Context: an optimization exercise on an open-source flow, tuned for small area. The choices shown serve that exercise and are no tape-out recipe.
The RTL was checked by simulation tests, not by an equivalence proof against the original design.
Power and IR drop assume default switching activity. The clock port is modelled as an ideal driver; clocking choices that lean on that would not hold on a real chip.

==> flow/design.v <==
module ru5102_crc (
    input  wire        clk,
    input  wire        rst,
    input  wire        h_valid,
    output wire        h_ready,
    input  wire [15:0] h_cmd,
    output reg  [1:0]  h_rcode,
    output reg  [15:0] h_rdata,
    output wire        tx_valid,
    input  wire        tx_ready,
    output wire [7:0]  tx_data,
    input  wire        rx_valid,
    output wire        rx_ready,
    input  wire [7:0]  rx_data,
    input  wire        io_err,
    output wire        busy,
    output wire        done
);
    localparam [3:0] S_IDLE = 4'd0, S_SEND = 4'd1, S_ALEN = 4'd2, S_BODY = 4'd3,
                     S_VAL  = 4'd4, S_OK   = 4'd5,
                     F_IO   = 4'd6,     
                     F_COMM = 4'd7,     
                     F_PROT = 4'd8,     
                     F_PST  = 4'd9,     
                     F_UNK  = 4'd10,    
                     F_LONG = 4'd11,    
                     F_ILL  = 4'd12,    
                     F_LEN  = 4'd13,    
                     F_CRC  = 4'd14;    
    localparam [1:0] RC_OK = 2'd0, RC_REFUSED = 2'd1, RC_ILLEGAL = 2'd2, RC_RANGE = 2'd3;
    localparam integer NR = 253;
    function [15:0] crc_byte;
        input [15:0] c;
        input [7:0]  b;
        reg [7:0] x;
        begin
            x = c[7:0] ^ b;
            x = x ^ {x[3:0], 4'h0};
            crc_byte = {8'h00, c[15:8]} ^ {x, 8'h00} ^ {5'h00, x, 3'h0} ^ {12'h000, x[7:4]};
        end
    endfunction
    reg [15:0] crc;
    reg [7:0]  addr;
    reg [3:0]  st;
    reg        op1;         
    reg [7:0]  txlen;
    reg [7:0]  idx;
    reg [7:0]  rxlen;
    reg [7:0]  hold;        
    reg        tv;
    reg [7:0]  hl;          
    reg [8*NR-1:0] ring;
    wire [7:0] head = ring[8*NR-1 -: 8];
    wire [7:0] opsel   = h_cmd[15:8];
    wire [7:0] operand = h_cmd[7:0];
    wire idle   = (st == S_IDLE);
    wire send   = (st == S_SEND);
    wire alen   = (st == S_ALEN);
    wire body   = (st == S_BODY);
    wire val_ph = (st == S_VAL);
    wire p_ok   = (st == S_OK);
    wire fail   = (st >= F_IO);
    assign done = (st >= S_OK);
    assign busy = !idle;
    wire in_chan = send || alen || body;
    wire [2:0] phase = fail ? 3'd6 : st[2:0];
    reg  [2:0] res_class;
    reg  [7:0] res_cause;
    always @(*) begin
        case (st)
            F_IO:    begin res_class = 3'd1; res_cause = 8'h01; end
            F_COMM:  begin res_class = 3'd2; res_cause = 8'h02; end
            F_PROT:  begin res_class = 3'd3; res_cause = 8'h02; end
            F_PST:   begin res_class = 3'd4; res_cause = 8'h02; end
            F_UNK:   begin res_class = 3'd4; res_cause = 8'h22; end
            F_LONG:  begin res_class = 3'd4; res_cause = 8'h10; end
            F_ILL:   begin res_class = 3'd4; res_cause = 8'h11; end
            F_LEN:   begin res_class = 3'd4; res_cause = 8'h20; end
            F_CRC:   begin res_class = 3'd4; res_cause = 8'h21; end
            default: begin res_class = 3'd0; res_cause = 8'h00; end
        endcase
    end
    wire has_status = p_ok || (st >= F_COMM && st <= F_UNK);
    wire hit_idx = (hl == idx);
    wire hit_op  = (hl == operand);
    wire hit2    = (hl == 8'd2);
    wire hit3    = (hl == 8'd3);
    wire idx_end = (idx[7:1] == 7'h7F);      
    wire s_init  = (opsel == 8'h01);
    wire s_upd   = (opsel == 8'h02);
    wire s_crd   = (opsel == 8'h03);
    wire s_addr  = (opsel == 8'h10);
    wire s_clr   = (opsel == 8'h11);
    wire s_push  = (opsel == 8'h12);
    wire s_start = (opsel == 8'h13);
    wire s_ack   = (opsel == 8'h14);
    wire s_rph   = (opsel == 8'h20);
    wire s_rres  = (opsel == 8'h21);
    wire s_rst   = (opsel == 8'h22);
    wire s_radr  = (opsel == 8'h23);
    wire s_rrxl  = (opsel == 8'h24);
    wire s_rtxl  = (opsel == 8'h25);
    wire s_rrsp  = (opsel == 8'h26);
    wire err_ev = io_err && in_chan;
    wire tx_ev  = tv && tx_ready;
    assign rx_ready = alen || (body && (hit_idx || idx_end));
    wire rx_ev  = rx_valid && rx_ready;
    wire rsp_noslot = (operand == 8'd0) || (operand[7:1] == 7'h7F);
    wire wait_ok = s_push  ? (hit_idx || idx_end || !idle) :
                   s_start ? hit2 :
                   s_rst   ? hit3 :
                   s_rrsp  ? (hit_op || rsp_noslot) : 1'b1;
    assign h_ready  = !val_ph && wait_ok && !err_ev && !tx_ev && !(rx_valid && rx_ready);
    assign tx_valid = tv;
    wire host_ev = h_valid && h_ready;
    wire h_idle  = host_ev && idle;
    wire [7:0] idx_inc = idx + 8'd1;
    wire [7:0] inb     = idle ? operand : rx_data;
    wire [7:0] crc_in  = send ? tx_data : inb;
    wire [15:0] crc_nx = crc_byte(crc, crc_in);
    wire eq_len  = (idx == rxlen);
    wire eq_len1 = (idx_inc == rxlen);
    wire tx_last = tx_ev && eq_len;
    wire op_legal = (operand == 8'h01) || (operand == 8'h02) || (operand == 8'h03) ||
                    (operand == 8'h05) || (operand == 8'h21);
    wire start_ev = h_idle && s_start;
    wire start_ok = start_ev && op_legal && (idx != 8'd255);
    wire wr = (h_idle && ((s_push && !idx_end) || s_start)) || (rx_ev && body && !idx_end);
    always @(posedge clk)
        ring <= {ring[8*NR-9:0], wr ? inb : head};
    always @(posedge clk) begin
        if (rst)
            hl <= 8'd1;
        else if (hl >= 8'd43)
            hl <= hl - 8'd42;
        else
            hl <= hl + 8'd211;
    end
    reg [3:0] st_code;
    always @(*) begin
        case (head)
            8'h00, 8'h01, 8'h02, 8'h03:                      st_code = S_OK;
            8'hFA:                                           st_code = F_COMM;
            8'hFB:                                           st_code = op1 ? S_OK : F_COMM;
            8'h05, 8'h09, 8'h0A, 8'h0B:                      st_code = F_PROT;
            8'hFD, 8'hFE, 8'hFF, 8'h10, 8'h11, 8'h12, 8'hF9: st_code = F_PST;
            default:                                         st_code = F_UNK;
        endcase
    end
    always @(posedge clk) begin
        if (rst)
            st <= S_IDLE;
        else if (err_ev)
            st <= F_IO;
        else if (tx_last)
            st <= S_ALEN;
        else if (rx_ev && alen)
            st <= (rx_data == 8'd0) ? S_VAL : S_BODY;
        else if (rx_ev && eq_len)
            st <= S_VAL;
        else if (val_ph && hit3)
            st <= (rxlen < 8'd5) ? F_LEN : (crc != 16'h0000) ? F_CRC : st_code;
        else if (start_ev)
            st <= !op_legal ? F_ILL : (idx == 8'd255) ? F_LONG : S_SEND;
        else if (host_ev && s_ack && done)
            st <= S_IDLE;
    end
    always @(posedge clk) begin
        if (rst || tx_last || (h_idle && (s_init || s_start)) || (host_ev && s_ack && done))
            crc <= 16'hFFFF;
        else if (tx_ev || rx_ev || (h_idle && s_upd))
            crc <= crc_nx;
    end
    always @(posedge clk) begin
        if (rst)
            addr <= 8'h00;
        else if (h_idle && s_addr)
            addr <= operand;
    end
    always @(posedge clk)
        if (start_ev)
            op1 <= (operand == 8'h01);
    always @(posedge clk) begin
        if (rst || (h_idle && s_clr) || (host_ev && s_ack && done)) begin
            txlen <= 8'd0;
            idx   <= 8'd3;
        end else if (h_idle && s_push && idx != 8'd255) begin
            txlen <= txlen + 8'd1;
            idx   <= idx_inc;
        end else if (start_ok) begin
            idx <= 8'd0;
        end else if (rx_ev && alen) begin
            idx <= 8'd1;
        end else if (tx_ev || rx_ev) begin
            idx <= idx_inc;
        end
    end
    always @(posedge clk) begin
        if (start_ok)
            rxlen <= idx_inc;              
        else if (rx_ev && alen)
            rxlen <= rx_data;
    end
    wire tx_crc = eq_len || eq_len1;
    assign tx_data = (idx == 8'd0) ? rxlen :
                     (idx == 8'd1) ? addr :
                     tx_crc        ? crc[7:0] : hold;
    always @(posedge clk) begin
        if (rst || err_ev || tx_ev)
            tv <= 1'b0;
        else if (start_ok || (send && !tv && (idx == 8'd1 || tx_crc || hit_idx)))
            tv <= 1'b1;
    end
    always @(posedge clk)
        if (send && !tv && hit_idx)
            hold <= head;
    wire rsp_range = ({1'b0, operand} + 9'd2 > {1'b0, rxlen});
    wire grp_idle  = s_init || s_upd || s_crd || s_addr || s_clr || s_push || s_start;
    wire legal_sel = grp_idle || s_ack || s_rph || s_rres || s_rst || s_radr || s_rrxl ||
                     s_rtxl || s_rrsp;
    wire refused   = (grp_idle && !idle) || ((s_ack || s_rst) && !done) ||
                     ((s_rrxl || s_rrsp) && !p_ok);
    wire range_err = s_rrsp && p_ok && rsp_range;
    wire rsp_ok    = s_rrsp && p_ok && !rsp_range;
    wire rd_crc    = s_crd && idle;
    wire rd_head   = (s_rst && done && has_status) || (rsp_ok && operand != 8'd0);
    wire rd_rxlen  = (s_rrxl && p_ok) || (rsp_ok && operand == 8'd0);
    wire [15:0] ans =
        ({16{rd_crc}} & crc) |
        {5'd0, {3{s_rres}} & res_class, {8{s_rres}} & res_cause} |
        {13'd0, {3{s_rph}} & phase} |
        {8'd0, ({8{rd_head}} & head) | ({8{s_radr}} & addr) |
               ({8{rd_rxlen}} & rxlen) | ({8{s_rtxl}} & txlen)};
    always @(posedge clk) begin
        if (host_ev) begin
            h_rcode <= {!legal_sel || range_err, refused || range_err};
            h_rdata <= ans;
        end
    end
endmodule
clock: 15.0 ns
lec_check: 0
abc_area: 0
cap_margin: 20
core_margin: 2
core_utilization: 55
place_density: 0.65
slew_margin: 20
standard.sh (not shown) runs the stock make flow with config.mk's settings and CLKGATE_MAP_FILE= SYNTH_SCRIPT=/design/flow/synth_recipe.tcl, a recipe that flattens the netlist after the stock synthesis.
==> flow/flow/run.sh <==
#!/bin/bash
# Standard ORFS layout (the standard.sh) with three changes:
#  - synthesis is the standard script with an area-oriented abc script
#    (flow/synth.tcl, flow/area.abc);
#  - the port buffers are buf_1 cells;
#  - the clock tree uses clkbuf_16 leaf buffers on clusters of at most 34
#    sinks within 80 um, without dummy loads.
# make's output goes to flow_make.log; each ORFS step keeps its own log under
# orfs/logs.
set -euo pipefail
W=$(pwd)
export FLOW_ABC_SCRIPT=$W/flow/area.abc
export FLOW_STD_SYNTH=$W/synth_recipe.tcl
CTS="-sink_clustering_enable -repair_clock_nets -sink_clustering_size 34 -sink_clustering_max_diameter 80 -buf_list sky130_fd_sc_hd__clkbuf_16 -dont_use_dummy_load"
bash standard.sh finish \
  "SYNTH_SCRIPT=$W/flow/synth.tcl" \
  "BUFFER_PORTS_ARGS=-buffer_cell sky130_fd_sc_hd__buf_1" \
  "CTS_ARGS=$CTS" > flow_make.log 2>&1
==> flow/flow/area.abc <==
strash
dch
amap
strash
dch
amap
topo
==> flow/flow/synth.tcl <==
# The standard synthesis (synth_recipe.tcl in the work folder), with one
# change: abc maps the logic with an area-oriented script (flow/area.abc)
# instead of ORFS's. Registers are mapped before abc and are not touched by it.
proc abc {args} {
  set i [lsearch $args -script]
  if {$i >= 0} { lset args [expr {$i + 1}] $::env(FLOW_ABC_SCRIPT) }
  yosys abc {*}$args
}
source $::env(FLOW_STD_SYNTH)
The first run produced a clean layout.
Change:
--- a/flow/design.v
+++ b/flow/design.v
@@ -15,20 +15,20 @@
     input  wire        io_err,
     output wire        busy,
     output wire        done
 );
     localparam [3:0] S_IDLE = 4'd0, S_SEND = 4'd1, S_ALEN = 4'd2, S_BODY = 4'd3,
-                     S_VAL  = 4'd4, S_OK   = 4'd5,
-                     F_IO   = 4'd6,     
-                     F_COMM = 4'd7,     
-                     F_PROT = 4'd8,     
-                     F_PST  = 4'd9,     
-                     F_UNK  = 4'd10,    
-                     F_LONG = 4'd11,    
-                     F_ILL  = 4'd12,    
-                     F_LEN  = 4'd13,    
-                     F_CRC  = 4'd14;    
+                     F_IO   = 4'd4,     
+                     F_LONG = 4'd5,     
+                     F_ILL  = 4'd6,     
+                     F_LEN  = 4'd7,     
+                     S_OK   = 4'd8,
+                     F_COMM = 4'd9,     
+                     F_PROT = 4'd10,    
+                     F_PST  = 4'd11,    
+                     F_UNK  = 4'd12,    
+                     F_CRC  = 4'd13;    
     localparam [1:0] RC_OK = 2'd0, RC_REFUSED = 2'd1, RC_ILLEGAL = 2'd2, RC_RANGE = 2'd3;
     localparam integer NR = 253;
     function [15:0] crc_byte;
         input [15:0] c;
         input [7:0]  b;
@@ -55,17 +55,15 @@
     wire [7:0] operand = h_cmd[7:0];
     wire idle   = (st == S_IDLE);
     wire send   = (st == S_SEND);
     wire alen   = (st == S_ALEN);
     wire body   = (st == S_BODY);
-    wire val_ph = (st == S_VAL);
     wire p_ok   = (st == S_OK);
-    wire fail   = (st >= F_IO);
-    assign done = (st >= S_OK);
+    assign done = (st >= F_IO);
     assign busy = !idle;
     wire in_chan = send || alen || body;
-    wire [2:0] phase = fail ? 3'd6 : st[2:0];
+    wire [2:0] phase = !done ? st[2:0] : p_ok ? 3'd5 : 3'd6;
     reg  [2:0] res_class;
     reg  [7:0] res_cause;
     always @(*) begin
         case (st)
             F_IO:    begin res_class = 3'd1; res_cause = 8'h01; end
@@ -78,11 +76,11 @@
             F_LEN:   begin res_class = 3'd4; res_cause = 8'h20; end
             F_CRC:   begin res_class = 3'd4; res_cause = 8'h21; end
             default: begin res_class = 3'd0; res_cause = 8'h00; end
         endcase
     end
-    wire has_status = p_ok || (st >= F_COMM && st <= F_UNK);
+    wire has_status = st[3] && (st != F_CRC);
     wire hit_idx = (hl == idx);
     wire hit_op  = (hl == operand);
     wire hit2    = (hl == 8'd2);
     wire hit3    = (hl == 8'd3);
     wire idx_end = (idx[7:1] == 7'h7F);      
@@ -108,11 +106,11 @@
     wire rsp_noslot = (operand == 8'd0) || (operand[7:1] == 7'h7F);
     wire wait_ok = s_push  ? (hit_idx || idx_end || !idle) :
                    s_start ? hit2 :
                    s_rst   ? hit3 :
                    s_rrsp  ? (hit_op || rsp_noslot) : 1'b1;
-    assign h_ready  = !val_ph && wait_ok && !err_ev && !tx_ev && !(rx_valid && rx_ready);
+    assign h_ready  = wait_ok && !err_ev && !tx_ev && !(rx_valid && rx_ready);
     assign tx_valid = tv;
     wire host_ev = h_valid && h_ready;
     wire h_idle  = host_ev && idle;
     wire [7:0] idx_inc = idx + 8'd1;
     wire [7:0] inb     = idle ? operand : rx_data;
@@ -134,34 +132,35 @@
         else if (hl >= 8'd43)
             hl <= hl - 8'd42;
         else
             hl <= hl + 8'd211;
     end
-    reg [3:0] st_code;
+    reg [2:0] sc_nx, sc;
     always @(*) begin
-        case (head)
-            8'h00, 8'h01, 8'h02, 8'h03:                      st_code = S_OK;
-            8'hFA:                                           st_code = F_COMM;
-            8'hFB:                                           st_code = op1 ? S_OK : F_COMM;
-            8'h05, 8'h09, 8'h0A, 8'h0B:                      st_code = F_PROT;
-            8'hFD, 8'hFE, 8'hFF, 8'h10, 8'h11, 8'h12, 8'hF9: st_code = F_PST;
-            default:                                         st_code = F_UNK;
+        case (rx_data)
+            8'h00, 8'h01, 8'h02, 8'h03:                      sc_nx = 3'd0;
+            8'hFA:                                           sc_nx = 3'd1;
+            8'hFB:                                           sc_nx = op1 ? 3'd0 : 3'd1;
+            8'h05, 8'h09, 8'h0A, 8'h0B:                      sc_nx = 3'd2;
+            8'hFD, 8'hFE, 8'hFF, 8'h10, 8'h11, 8'h12, 8'hF9: sc_nx = 3'd3;
+            default:                                         sc_nx = 3'd4;
         endcase
     end
+    always @(posedge clk)
+        if (rx_ev && body && idx == 8'd3)
+            sc <= sc_nx;
     always @(posedge clk) begin
         if (rst)
             st <= S_IDLE;
         else if (err_ev)
             st <= F_IO;
         else if (tx_last)
             st <= S_ALEN;
         else if (rx_ev && alen)
-            st <= (rx_data == 8'd0) ? S_VAL : S_BODY;
+            st <= (rx_data == 8'd0) ? F_LEN : S_BODY;
         else if (rx_ev && eq_len)
-            st <= S_VAL;
-        else if (val_ph && hit3)
-            st <= (rxlen < 8'd5) ? F_LEN : (crc != 16'h0000) ? F_CRC : st_code;
+            st <= (rxlen < 8'd5) ? F_LEN : (crc_nx != 16'h0000) ? F_CRC : {1'b1, sc};
         else if (start_ev)
             st <= !op_legal ? F_ILL : (idx == 8'd255) ? F_LONG : S_SEND;
         else if (host_ev && s_ack && done)
             st <= S_IDLE;
     end
Result: Non-clock buffer count goes up by 3. Sequential cell count goes up by 3. First-iteration DRC count goes up by 8.6%. Clock skew goes up by 0.037 ns. Register-to-register slack degrades by 0.91 ns. Worst setup slack improves by 0.13 ns. Final area barely changes. Routed wire length goes down by 5.0%. Critical path depth goes down by 1. Utilization stays flat. Total power goes down by 5.2%. Combinational power goes down by 74%. Area after synthesis is about the same.

## separate check: timing with driven ports
The results above use ideal ports. As a check the final layouts listed here were re-extracted and re-timed, cells and wires unchanged.
Step 1 sets driving cells, clkbuf_16 on the clock port and buf_2 on the other inputs (assumed; they add their load-dependent delay and slew).
Step 2 times the ports against the registers' clock, not the clock port: input delays grow and output delays shrink by t, the midpoint of the rising clock arrivals with the driver on.
a / b / c = ideal / step 1 / step 2; a / b = the first two.
| run | t, ns | slack for setup (ns) | worst hold slack (ns) | worst setup path after step 2 | worst data-port slew with drivers (ns) |
|---|---|---|---|---|---|
| the first run | 0.667 | 6.799 / 6.776 / 6.422 | 0.284 / 0.284 / 0.284 | input to register | 0.04 |
| the second run | 0.662 | 6.927 / 6.904 / 6.904 | 0.281 / 0.281 / 0.281 | input to output | 0.11 |
After both steps setup and hold are still met in every run listed. The setup slack of the first run, which loses most, moves by -0.023 ns with the drivers and by -0.377 ns with both steps.
